Source: an optimization exercise on an open RTL-to-GDS flow (aim: small area, a short achievable clock period and few clock cycles per item). Production flows keep margins and buffers that such runs may drop. The RTL was checked by simulation tests, not by an equivalence proof against the original design.

==> 04-23 <==
==> flow/design.v (excerpt) <==
module qam_engine (
    input  wire        clk,
    input  wire        rst,
    input  wire        in_valid,
    output wire        in_ready,
    input  wire        in_op,
    input  wire [4:0]  in_bps,
    input  wire        in_clamp,
    input  wire [63:0] in_a,
    input  wire [63:0] in_b,
    input  wire [63:0] in_cos,
    input  wire [63:0] in_sin,
    output wire        out_valid,
    input  wire        out_ready,
    output wire [63:0] out_x,
    output wire [63:0] out_y,
    output wire [31:0] out_word
);
    localparam integer W  = 27;             
    localparam integer DM = W - 14;         
    localparam integer CW = 32;             
    localparam [1:0] K_SE = 2'd0, K_MAP = 2'd1, K_SLF = 2'd2, K_SLS = 2'd3;
    reg         in_ready_r;
    reg         ir_v;
    reg         ir_op, ir_clamp;
    reg  [4:0]  ir_bps;
    reg  [63:0] ir_a, ir_b, ir_c, ir_s;
    reg  [8:0]  ir_kre, ir_kim;       
    reg         ir_vin;               
    reg         r1_v, r1_op, r1_clamp;
    reg  [1:0]  r1_kind;
    reg  [4:0]  r1_bps;
    reg  [63:0] r1_w0, r1_w1, r1_w2, r1_w3;    
    reg  [57:0] r1_sl;                         
    reg         r2_v, r2_op;
    reg  [72:0] r2_s1, r2_s2;                  
    reg  [31:0] r2_word;
    reg         or_v;
  ...
clock: 50.0 ns
lec_check: 0
abc_area: 1
cap_margin: 30
cell_pad_in_sites_detail_placement: 1
cell_pad_in_sites_global_placement: 2
core_margin: 2
core_utilization: 35
slew_margin: 30
standard.sh (not shown) runs the stock make flow with config.mk's settings and CLKGATE_MAP_FILE= SYNTH_SCRIPT=/design/flow/synth_recipe.tcl, a recipe that flattens the netlist after the stock synthesis.
==> flow/flow/run.sh <==
#!/bin/bash
set -euo pipefail
bash standard.sh SETUP_SLACK_MARGIN=37.5 finish > standard_flow.log 2>&1
==> 02-04 (differences from 04-23) <==
--- a/flow/design.v
+++ b/flow/design.v
@@ -2376,14 +2376,15 @@
     reg  [8:0]  ir_kre, ir_kim;       
     reg         ir_vin;               
     reg         r1_v, r1_op, r1_clamp;
     reg  [1:0]  r1_kind;
     reg  [4:0]  r1_bps;
     reg  [63:0] r1_w0, r1_w1, r1_w2, r1_w3;    
     reg  [57:0] r1_sl;                         
+    reg         r1_xok, r1_yok;                
     reg         r2_v, r2_op;
     reg  [72:0] r2_s1, r2_s2;                  
     reg  [31:0] r2_word;
     reg         or_v;
     reg  [63:0] or_x, or_y;
     reg         sk_v;
     reg  [63:0] sk_x, sk_y;
@@ -2467,32 +2468,35 @@
     qam_sdot u_dx (.a1(xf), .b1(cf), .n1(sxc), .a2(yf), .b2(sf), .n2(sys_), .hv(hv),
                    .v0(xv0), .v1(xv1));
     qam_sdot u_dy (.a1(yf), .b1(cf), .n1(syc), .a2(xf), .b2(sf), .n2(~sxs), .hv(hv),
                    .v0(yv0), .v1(yv1));
     wire [18:0] xlo = {1'b0, xv0[17:0]} + {1'b0, xv1[17:0]};
     wire [18:0] ylo = {1'b0, yv0[17:0]} + {1'b0, yv1[17:0]};
     wire [DM-1:0] xfr = xlo[17:5], yfr = ylo[17:5];
-    wire sl_marg = (xfr != {DM{1'b0}}) && (xfr != {DM{1'b1}}) &&
-                   (yfr != {DM{1'b0}}) && (yfr != {DM{1'b1}});
+    wire x_ok = (xfr != {DM{1'b0}}) && (xfr != {DM{1'b1}});
+    wire y_ok = (yfr != {DM{1'b0}}) && (yfr != {DM{1'b1}});
+    wire sl_marg = x_ok && y_ok;
     wire s1_fast = ir_op ? (sl_range && sl_marg) : map_fast;
     wire [72:0] as1, as2;
     qam_fadd_a u_a1 (.a(r1_w0), .b_in(r1_w1), .sub(1'b1), .st(as1));    
     qam_fadd_a u_a2 (.a(r1_w2), .b_in(r1_w3), .sub(1'b0), .st(as2));    
     wire [13:0] rq = r1_sl[13:0] + r1_sl[27:14] + {13'd0, r1_sl[28]};
     wire [13:0] iq = r1_sl[42:29] + r1_sl[56:43] + {13'd0, r1_sl[57]};
     wire [3:0]  r1_half = r1_bps[4:1];
     wire [7:0]  r1_hm   = (8'd1 << r1_half) - 8'd1;
     wire [15:0] r1_mask = (16'd1 << r1_bps) - 16'd1;
     wire        slf     = (r1_kind == K_SLF);
     wire [15:0] w_rlo  = slf ? {{2{rq[13]}}, rq} : r1_sl[15:0];
     wire        w_rneg = slf ? rq[13] : r1_sl[16];
-    wire        w_rout = slf ? (rq[13] | (|(rq[12:0] & ~{5'b0, r1_hm}))) : r1_sl[17];
+    wire        rq_out = rq[13] | (|(rq[12:0] & ~{5'b0, r1_hm}));
+    wire        iq_out = iq[13] | (|(iq[12:0] & ~{5'b0, r1_hm}));
+    wire        w_rout = slf ? rq_out : r1_sl[17];
     wire [15:0] w_ilo  = slf ? {{2{iq[13]}}, iq} : r1_sl[33:18];
     wire        w_ineg = slf ? iq[13] : r1_sl[34];
-    wire        w_iout = slf ? (iq[13] | (|(iq[12:0] & ~{5'b0, r1_hm}))) : r1_sl[35];
+    wire        w_iout = slf ? iq_out : r1_sl[35];
     wire        w_nf   = ~slf & r1_sl[36];
     wire [7:0]  w_rc = w_rneg ? 8'd0 : w_rout ? r1_hm : w_rlo[7:0];
     wire [7:0]  w_ic = w_ineg ? 8'd0 : w_iout ? r1_hm : w_ilo[7:0];
     wire [15:0] w_val = r1_clamp ? (({8'd0, w_ic} << r1_half) | {8'd0, w_rc})
                                  : (((w_ilo << r1_half) + w_rlo) & r1_mask);
     wire [31:0] word = w_nf ? 32'h80000000 : {1'b0, w_rout | w_iout, 14'b0, w_val};
     wire [63:0] ax, ay;
@@ -2548,19 +2552,20 @@
         end else if (out_take && sk_v) begin
             or_x <= sk_x; or_y <= sk_y;
         end
         if (r2_adv && ~to_or) begin
             sk_x <= res_x; sk_y <= res_y;
         end
     end
-    localparam [3:0] PH_MI = 4'd0, PH_MA = 4'd1, PH_MN = 4'd2, PH_MD = 4'd3,
-                     PH_FI = 4'd4, PH_FC = 4'd5, PH_AI = 4'd6, PH_AC = 4'd7,
-                     PH_RI = 4'd8, PH_RS = 4'd9, PH_RL = 4'd10, PH_RW = 4'd11,
-                     PH_DV = 4'd12, PH_VM = 4'd13, PH_MV = 4'd14, PH_END = 4'd15;
-    reg  [3:0]   ph;
+    localparam [4:0] PH_MI = 5'd0, PH_MA = 5'd1, PH_MN = 5'd2, PH_MD = 5'd3,
+                     PH_FI = 5'd4, PH_FC = 5'd5, PH_AI = 5'd6, PH_AC = 5'd7,
+                     PH_RI = 5'd8, PH_RS = 5'd9, PH_RL = 5'd10, PH_RW = 5'd11,
+                     PH_DV = 5'd12, PH_VM = 5'd13, PH_MV = 5'd14, PH_END = 5'd15,
+                     PH_FR = 5'd16, PH_SKP = 5'd17;
+    reg  [4:0]   ph;
     reg  [3:0]   stp;
     reg  [6:0]   cnt;
     reg  [109:0] pr;
     reg  signed [12:0] se_e;
     reg          se_sg, se_st, se_lm, se_nan, se_inf, se_zr;
     reg  [63:0]  tq;
     wire se_on = r1_v && (r1_kind == K_SE);
@@ -2611,24 +2616,26 @@
                 4'd1: begin asel = 2'd2; bsel = 1'b1; dst = 3'd3; end
                 4'd2: begin asel = 2'd3; bsel = 1'b1; dst = 3'd2; end
                 4'd3: begin asel = 2'd3; bsel = 1'b0; dst = 3'd4; end
                 default: begin asel = 2'd2; bsel = 1'b0; dst = 3'd1; end
             endcase
         end
     end
-    function [3:0] first_ph;
+    function [4:0] first_ph;
         input op;
         input [3:0] s;
         begin
             if (op) begin
                 case (s)
-                    4'd0, 4'd1, 4'd2, 4'd3: first_ph = PH_MI;
-                    4'd4: first_ph = PH_MV;
+                    4'd0, 4'd2: first_ph = r1_xok ? PH_SKP : PH_MI;
+                    4'd1, 4'd3: first_ph = r1_yok ? PH_SKP : PH_MI;
+                    4'd4: first_ph = r1_xok ? PH_SKP : PH_MV;
                     4'd5, 4'd6, 4'd7: first_ph = PH_AI;
-                    4'd8, 4'd9: first_ph = PH_RI;
+                    4'd8: first_ph = r1_xok ? PH_SKP : PH_RI;
+                    4'd9: first_ph = r1_yok ? PH_SKP : PH_RI;
                     default: first_ph = PH_END;
                 endcase
             end else begin
                 case (s)
                     4'd0: first_ph = PH_DV;
                     4'd1, 4'd2, 4'd3, 4'd4: first_ph = PH_MI;
                     default: first_ph = PH_END;
@@ -2696,15 +2703,15 @@
         if (se_arr) qa <= q1;
         if (rst) begin
             ph <= PH_MI;
             stp <= 4'd0;
         end else if (ir_adv) begin
             stp <= 4'd0;
             cnt <= 7'd0;
-            ph <= ir_op ? PH_MI : PH_DV;
+            ph <= ir_op ? PH_FR : PH_DV;
             pr[24:0] <= {9'd0, ir_a[15:0]};
         end else if (se_on) begin
             case (ph)
                 PH_MI: begin
                     se_sg  <= sy_;
                     se_st  <= 1'b0;
                     se_nan <= mul_nan;
@@ -2742,14 +2749,16 @@
                     end else begin
                         se_st <= se_st | pr[0]; pr <= pr >> 1; se_e <= se_e + 13'sd1;
                     end
                 end
                 PH_FI: if (~r2_v) ph <= PH_FC;
                 PH_FC: begin stp <= stp1; cnt <= 7'd0; ph <= first_ph(r1_slice, stp1); end
                 PH_MV: begin stp <= stp1; cnt <= 7'd0; ph <= first_ph(r1_slice, stp1); end
+                PH_SKP: begin stp <= stp1; cnt <= 7'd0; ph <= first_ph(r1_slice, stp1); end
+                PH_FR: begin cnt <= 7'd0; ph <= first_ph(r1_slice, stp); end
                 PH_AI: if (~r2_v) ph <= PH_AC;
                 PH_AC: begin stp <= stp1; cnt <= 7'd0; ph <= first_ph(r1_slice, stp1); end
                 PH_RI: begin
                     pr <= {4'b0, re_ != 11'd0, rsrc[51:0], 53'b0};
                     se_lm <= 1'b0;
                     if (re_ == 11'h7FF) begin
                         ph <= PH_RW;                       
@@ -2818,14 +2827,16 @@
             r1_op <= ir_op; r1_bps <= ir_bps; r1_clamp <= ir_clamp;
             if (ir_op || ~map_fast) begin
                 r1_w0 <= ir_c; r1_w1 <= ir_s; r1_w2 <= ir_b; r1_w3 <= ir_a;
             end else begin
                 r1_w0 <= p1; r1_w1 <= p2; r1_w2 <= p3; r1_w3 <= p4;
             end
             r1_sl <= {ylo[18], yv1[31:18], yv0[31:18], xlo[18], xv1[31:18], xv0[31:18]};
+            r1_xok <= sl_range && x_ok;
+            r1_yok <= sl_range && y_ok;
         end else if (se_on) begin
             if (cap) begin
                 case (dst)
                     3'd1: r1_w0 <= prod;
                     3'd2: r1_w1 <= prod;
                     3'd3: r1_w2 <= prod;
                     3'd4: r1_w3 <= prod;
@@ -2834,16 +2845,19 @@
             end
             if (ph == PH_MV) r1_w0 <= tq;
             if (ad_cap) begin
                 r1_w0 <= ax; r1_w2 <= ay;
                 if (stp == 4'd5) begin r1_w1 <= neg_h; r1_w3 <= h_f64; end
                 if (stp == 4'd6) begin r1_w1 <= 64'h3FE0000000000000; r1_w3 <= 64'hBFE0000000000000; end
             end
-            if (ph == PH_RI && stp == 4'd8)
+            if (ph == PH_FR) begin
                 r1_sl[36] <= 1'b0;
+                if (r1_xok) r1_sl[17:0]  <= {rq_out, rq[13], {2{rq[13]}}, rq};
+                if (r1_yok) r1_sl[35:18] <= {iq_out, iq[13], {2{iq[13]}}, iq};
+            end
             if (ph == PH_RW) begin
                 if (re_ == 11'h7FF) r1_sl[36] <= 1'b1;
                 if (stp == 4'd8) r1_sl[17:0]  <= {rha_out, rha_neg, rha_lo};
                 else             r1_sl[35:18] <= {rha_out, rha_neg, rha_lo};
             end
             if (ph == PH_VM && cnt[3]) begin
                 r1_sl[15:0]  <= vm_v[15:0];
==> flow/config.mk (replaced) <==
export PLATFORM = sky130hd
export DESIGN_NAME = qam_engine
export DESIGN_NICKNAME = qam_engine
export VERILOG_FILES = /design/flow/design.v
export SDC_FILE = /design/flow/constraint.sdc
export NUM_CORES = 8
export LEC_CHECK = 0
export CAP_MARGIN = 30
export CORE_MARGIN = 2
export CORE_UTILIZATION = 40
export SLEW_MARGIN = 30
==> comparison table <==
| metric | 04-23 | 02-04 |
|---|---|---|
| Register area | 38,500 sq um | 38,600 sq um |
| Post-synthesis sequential element count | 1,297 | 1,300 |
| Post-synthesis compound-gate area fraction | 0.217 | 0.266 |
| Delay of the slowest cell on the worst path | 0.43 ns | 0.75 ns |
| Worst setup skew after layout | 0.113 ns | 0.114 ns |
| Buffer and inverter count on the worst path | 17 | 10 |
| Overall routing resource usage | 0.480 | 0.516 |
| Synthesized area | 219,000 sq um | 225,000 sq um |
| Global-route wire length before repair | 2,130,000 um | 2,050,000 um |
| Die Outline Area | 631,000 sq um | 569,000 sq um |
| Number of standard cells in the final layout excluding fillers | 41,700 | 37,400 |
| Status | timing/DRC/antenna clean | timing/DRC/antenna clean |
| Share of cell area taken by muxes after synthesis | 0.00395 | 0.0446 |
| Synthesized instance count | 32,200 | 29,200 |
Testbench counts of 04-23, summed over its fixed seeds: cycles 16,271, items 16,000.
Testbench counts of 02-04, summed over its fixed seeds: cycles 16,211, items 16,000.

==> afterwards: timing with drivers on the ports <==
How much do the figures lean on ideal ports? The routed layouts below were timed once more, with nothing changed but the port constraints. Step 1 assumes that a clkbuf_16 drives the clock port and a buf_2 every other input. Step 2 adds t to the input delays and takes it off the output delays; t is the mean of the earliest and latest rising clock arrival at the registers after step 1. Input paths then give back, and output paths get back, about the clock's delay inside the block. Three values: ideal, step 1, step 2; two values: the first two.
| run | shift t [ns] | setup WS [ns] | slew at the worst register clock pin (ns) | pins driven straight from the clock port |
|---|---|---|---|---|
| 04-23 | 1.155 | 36.946 / 36.946 / 36.592 | 0.08 / 0.08 | 1 |
| 02-04 | 1.154 | 36.997 / 36.997 / 36.441 | 0.08 / 0.08 | 1 |
After both steps setup and hold are still met in every run listed. For 02-04, which loses most, drivers alone change the setup slack by 0.000 ns; drivers and shift together by -0.556 ns.
